Context: an optimization exercise on an open-source flow, tuned for small area, a short achievable clock period and few clock cycles. The choices shown serve that exercise and are no tape-out recipe. In this exercise RTL edits were held to simulation tests only and were not proved equivalent to the original. Power and IR drop assume default switching activity.

==> design/flow/design.v <==
module swath_engine (
    input  wire        clk,
    input  wire        rst,
    input  wire        in_valid,
    output wire        in_ready,
    input  wire [5:0]  in_swath,
    input  wire        in_mirror,
    input  wire [63:0] in_sh_l,
    input  wire [63:0] in_sh_r,
    input  wire [63:0] in_lv_l,
    input  wire [63:0] in_lv_r,
    output wire        ev_valid,
    input  wire        ev_ready,
    output reg  [15:0] ev_data,
    output wire        res_valid,
    output wire [6:0]  res_k
);
    localparam [3:0] S_IDLE   = 4'd0,
                     S_START  = 4'd1,
                     S_CMD    = 4'd2,
                     S_SELCOL = 4'd3,
                     S_SCAN   = 4'd4,
                     S_RCMD   = 4'd5,
                     S_RSEL   = 4'd6,
                     S_DPH    = 4'd7,
                     S_WR     = 4'd8,
                     S_END    = 4'd9,
                     S_DONE   = 4'd10;
    localparam [3:0] K_CMD = 4'd1, K_DATA = 4'd2, K_SELCOL = 4'd3,
                     K_SELROW = 4'd4, K_WRITE = 4'd5, K_END = 4'd6;
    reg [3:0]  state;
    reg [5:0]  swath;
    reg [5:0]  row;
    reg [6:0]  k;
    reg [63:0] el, wl, er, wr;
    wire [63:0] d_l  = in_sh_l ^ in_lv_l;
    wire [63:0] d_r  = in_sh_r ^ in_lv_r;
    wire [63:0] el_n = in_lv_l & d_l;
    wire [63:0] wl_n = in_sh_l & d_l;
    wire [63:0] er_n = in_lv_r & d_r;
    wire [63:0] wr_n = in_sh_r & d_r;
    wire [63:0] wl_m = in_mirror ? (wl_n | er_n | wr_n) : wl_n;
    wire [63:0] wr_m = in_mirror ? (wr_n | el_n | wl_n) : wr_n;
    wire [63:0] row_any = el | wl | er | wr;
    wire        blank   = ~|row_any;
    wire [7:0]  row_byte = {{4{wr[row]}}, {4{wl[row]}}};
    assign in_ready  = (state == S_IDLE);
    assign res_valid = (state == S_DONE);
    assign res_k     = k;
    assign ev_valid = (state == S_CMD)  || (state == S_SELCOL) ||
                      (state == S_RCMD) || (state == S_RSEL)   ||
                      (state == S_DPH)  || (state == S_WR)     ||
                      (state == S_END);
    always @(*) begin
        case (state)
            S_CMD:    ev_data = {K_CMD, 12'd0};
            S_SELCOL: ev_data = {K_SELCOL, swath, swath};
            S_RCMD:   ev_data = {K_CMD, 12'd0};
            S_RSEL:   ev_data = {K_SELROW, row, row};
            S_DPH:    ev_data = {K_DATA, 12'd0};
            S_WR:     ev_data = {K_WRITE, 4'd0, row_byte};
            S_END:    ev_data = {K_END, 12'd0};
            default:  ev_data = 16'd0;
        endcase
    end
    always @(posedge clk) begin
        if (rst) begin
            state <= S_IDLE;
            row   <= 6'd0;
            k     <= 7'd0;
        end else begin
            case (state)
                S_IDLE: begin
                    if (in_valid) begin
                        swath <= in_swath;
                        el    <= el_n;
                        wl    <= wl_m;
                        er    <= er_n;
                        wr    <= wr_m;
                        row   <= 6'd0;
                        k     <= 7'd0;
                        state <= S_START;
                    end
                end
                S_START:  state <= blank ? S_DONE : S_CMD;
                S_CMD:    if (ev_ready) state <= S_SELCOL;
                S_SELCOL: if (ev_ready) state <= S_SCAN;
                S_SCAN: begin
                    if (row_any[row])
                        state <= S_RCMD;
                    else if (row == 6'd63)
                        state <= S_END;
                    else
                        row <= row + 6'd1;
                end
                S_RCMD:   if (ev_ready) state <= S_RSEL;
                S_RSEL:   if (ev_ready) state <= S_DPH;
                S_DPH:    if (ev_ready) state <= S_WR;
                S_WR: begin
                    if (ev_ready) begin
                        k <= k + 7'd1;
                        if (row == 6'd63) begin
                            state <= S_END;
                        end else begin
                            row   <= row + 6'd1;
                            state <= S_SCAN;
                        end
                    end
                end
                S_END:    if (ev_ready) state <= S_DONE;
                S_DONE:   state <= S_IDLE;
                default:  state <= S_IDLE;
            endcase
        end
    end
endmodule
==> design/flow/run.sh <==
#!/bin/bash
# synth_recipe.tcl (not shown) runs the flow's synth.tcl, then flattens the netlist and writes it again
# the make line also repeats each setting of config.mk as NAME=value (left out here)
make -C /OpenROAD-flow-scripts/flow DESIGN_CONFIG=/design/flow/config.mk WORK_HOME=/design/flow/orfs CLKGATE_MAP_FILE= SYNTH_SCRIPT=/design/flow/synth_recipe.tcl finish
==> design/flow/config.mk <==
export PLATFORM = sky130hd
export DESIGN_NAME = swath_engine
export DESIGN_NICKNAME = swath_engine
export VERILOG_FILES = /design/flow/design.v
export SDC_FILE = /design/flow/constraint.sdc
export NUM_CORES = 4
export LEC_CHECK = 0
export CAP_MARGIN = 20
export CORE_MARGIN = 2
export CORE_UTILIZATION = 40
export SLEW_MARGIN = 20
==> design/flow/constraint.sdc <==
create_clock -name core_clock -period 10.0 [get_ports {clk}]
set_input_delay 2.0000 -clock core_clock [delete_from_list [all_inputs] [get_ports {clk}]]
set_output_delay 2.0000 -clock core_clock [all_outputs]
set_load 0.01 [all_outputs]
==> run summary <==
status complete, no violations; Critical Path Sink Type output port; max-capacitance violation count 0; Slew headroom between 20% and 30%; post-synth top area share 54.8%; DP HPWL approximately 29 mm; CP top delay family multiplexers; CTS H-tree depth 1; total CTS buffers 28; Synth-to-Final Area Change 29.0%; Post-CTS Hold Buffers 0; Critical Path Max Stage Delay roughly 0.7 ns; slowest CP cell dfxtp_2; CTS Buffer Depth 3; DR iter-0 viols roughly 700; critical path, cell by cell buf_4, mux4_2, mux4_2, mux4_2, nand2_1, o21ai_1, clkdlybuf4s50_1; Die Wd 193 um; Post-Synthesis Cells ~1.2k; remaining antenna violation count 0; min-delay worst type reg -> reg; top_reg_cell synth edfxtp_1; Boundary Pins just under 300; vias in the first global route 10.2k; wire length on met2 between 15 and 20 mm; Syn Area/Cell roughly 12 um2; nets approximately 1.7k; Detailed Route WL between 30 and 40 mm; register area share after synthesis between 50% and 60%; top post-synthesis cells by area edfxtp_1 55%, nor2b_1 8.5%, mux4_2 8.0%; synth warn 1; CTS root buf clkbuf_16; grt ovf 0; Worst-path clk slew around 0.060 ns; Max FO, Critical Path 25; M1 WL between 15 and 20 mm; Worst Setup Start Kind register; Hold Violations, Final 0; CP dominant cell by count mux4_2; largest net degree at the start of global routing 79; critical path depth in cells 7; Final Core Density around 52%; routed len/inst around 19 um; Synth async-reset ratio 0%; Overall Power roughly 0.0033 W; DR pass1 iterations 5; buffers added on ports 291; pins over their slew limit 0; FMAX 0.171 GHz; Fillers around 3.1k; Tcrit/Tclk final between 50% and 60%; die footprint ~37,000 um2; final setup violation count 0; Setup TNS 0 ns; initial antenna violation count 3; Pleak around 6.5 nW; R2R depth 5; syn_nets 1,424; fin crit period between 5 and 6 ns; sequential cell area between 8000 and 9000 um2; Critical Setup Path Class reg -> out; Starting Density between 40 and 50%; via count 10.2k; first-pass GRT wire length around 57 mm; unrepaired setup endpoints after global routing false; Worst-Margin Slew around 1.0 ns; CTS tree done; Max VDD drop between 0.15 and 0.2 mV; post-route clock skew between 0.01 and 0.015 ns; FF+latch count, synth approximately 280; post-CTS sizing 0; synthesized area about 14,000 um2; CTS sink cnt between 200 and 300; GPL Wtd Cong about 0.8; highest routed layer met4; Worst EP required 8.00 ns; Vias/cell about 5.3; Die Y around 190 um; hold path depth 2; share of layout cells above drive strength 1 under 10%; power per cell area around 180 nW/um2; worst skew pair latency about 0.54 ns; post-CTS setup buffer count 0; Core Area 35,500 um2; GR Util All Layers slightly below 20%; CP bufs+invs 2; cell row count 69; met3 WL ~2.2 mm; drc violations 0; EDFF count, synth 262; multi-input logic area approximately 5700 um2; Synth cell types 60; largest area contributor in the netlist edfxtp_1; CP arrival ~3.9 ns
[cell usage after synthesis (2+ instances only)]
| library cell | number |
|---|---|
| a21o_1 | 64 |
| nor2b_1 | 195 |
| or4_1 | 3 |
| inv_1 | 73 |
| a31oi_1 | 2 |
| xnor2_1 | 4 |
| nand3_1 | 14 |
| buf_1 | 5 |
| o22ai_1 | 4 |
| mux2i_1 | 5 |
| nor3_1 | 9 |
| o31ai_1 | 4 |
| a22o_1 | 3 |
| ha_1 | 2 |
| nand3b_1 | 4 |
| xor2_1 | 67 |
| buf_6 | 5 |
| nor2_1 | 31 |
| a21oi_1 | 15 |
| dfxtp_1 | 17 |
| buf_4 | 3 |
| mux2_2 | 2 |
| nand2b_1 | 3 |
| nand4_1 | 18 |
| nand2_1 | 20 |
| nor4_1 | 69 |
| a211oi_1 | 4 |
| a311o_1 | 2 |
| or3b_1 | 2 |
| a22oi_1 | 4 |
| buf_2 | 4 |
| o21ai_0 | 129 |
| o21ai_1 | 4 |
| and4_1 | 2 |
| clkbuf_1 | 27 |
| mux4_2 | 51 |
| edfxtp_1 | 262 |
[tightest hold or removal path, cell delays in order (launching register included)]
cell,delay [ns]
dfxtp_1,0.34
nand3_1,0.07
a21oi_1,0.05
[flip-flops by register name, indices dropped and copies added, names as in the netlist]
register  count
el           64
er           64
wl           64
wr           64
k             7
row           6
swath         6
state         4
[path summary, 6_finish.rpt]
kind         startpoint    endpoint  slack (ns)
max              row[1]  ev_data[2]        4.14
min                k[1]        k[1]        0.51
max reg2reg    state[0]      er[25]        5.82
min reg2reg        k[1]        k[1]        0.51
[where the power goes]
group          internal (W)  switching (W)
logic              0.000339       0.000396
clock network      0.000524       0.000417
registers           0.00154       0.000124
total               0.00241       0.000937
[layer usage]
metal	track usage [%]	up-vias
met5	0	-
met4	4.61	0
met3	3.19	43
met2	32.5	335
met1	26.6	4889
li1	-	4927
[per-stage QoR]
step / hold WS, ns / setup slack, ns / area (um2) / cells
floorplan: 0.512 / 0.485 / 14400 / 1155
global route: 0.542 / 3.98 / 18500 / 1922
finish: 0.511 / 4.14 / 18500 / 1923
detailed placement: 0.504 / 4.70 / 17700 / 1870
global placement: 0.500 / 4.76 / 17700 / 1870
CTS: 0.512 / 4.12 / 18500 / 1920
[placed cells by master, fill, tap and decap left out, types with 14 or more instances in the layout]
cell type / count
a21oi_1: 15
nor2b_1: 195
nor2_1: 30
inv_1: 73
nand2_1: 20
nand4_1: 18
a21o_1: 64
mux4_2: 51
o21ai_0: 129
dfxtp_1: 15
clkdlybuf4s50_1: 290
nand3_1: 14
nor4_1: 69
edfxtp_1: 262
xor2_1: 67
clkbuf_16: 29
[area by class of cell]
cell class	count	area share [%]
antenna	3	0.0405
clock buffer	32	3.98
clock inverter	18	0.493
inverter	74	1.50
multi-input combinational	758	30.6
sequential	279	44.3
tap	461	3.11
timing repair buffer	298	16.0
[kinds of logic after synthesis]
| family | Yosys count | synth area share, % |
|---|---|---|
| and+or+nand+nor | 374 | 15.3 |
| DFF | 279 | 57.1 |
| AOI/OAI and AO/OA | 252 | 11.0 |
| buffers and inverters | 118 | 3.46 |
| xor gates and xnor gates | 71 | 4.33 |
| muxes | 58 | 8.50 |
| adders and majority gates | 2 | 0.174 |
| other | 1 | 0.0261 |
Testbench counts, summed over its fixed seeds: cycles 117,363.

[port drivers added, routing unchanged]
In the flow no input, the clock included, has a driving cell. The finished layout below was timed again as built, in two steps.
Step 1 (the two cells are an assumption about what drives the block):
set clk [get_ports {clk}]
set_driving_cell -lib_cell sky130_fd_sc_hd__clkbuf_16 $clk
set_driving_cell -lib_cell sky130_fd_sc_hd__buf_2 [delete_from_list [all_inputs] $clk]
Step 2 also shifts input and output timing later by t, the mid clock arrival at the registers, as if the neighbouring blocks saw the same clock.
Slacks: no drivers / after step 1 / after step 2; pairs: no drivers / after step 1.
shift t [ns]: 0.585
setup WS [ns]: 4.141 / 4.090 / 4.662
worst setup path at the end: input to register
After both steps setup and hold are still met in this run. For this run, drivers alone change the setup slack by -0.051 ns; drivers and shift together by +0.521 ns.
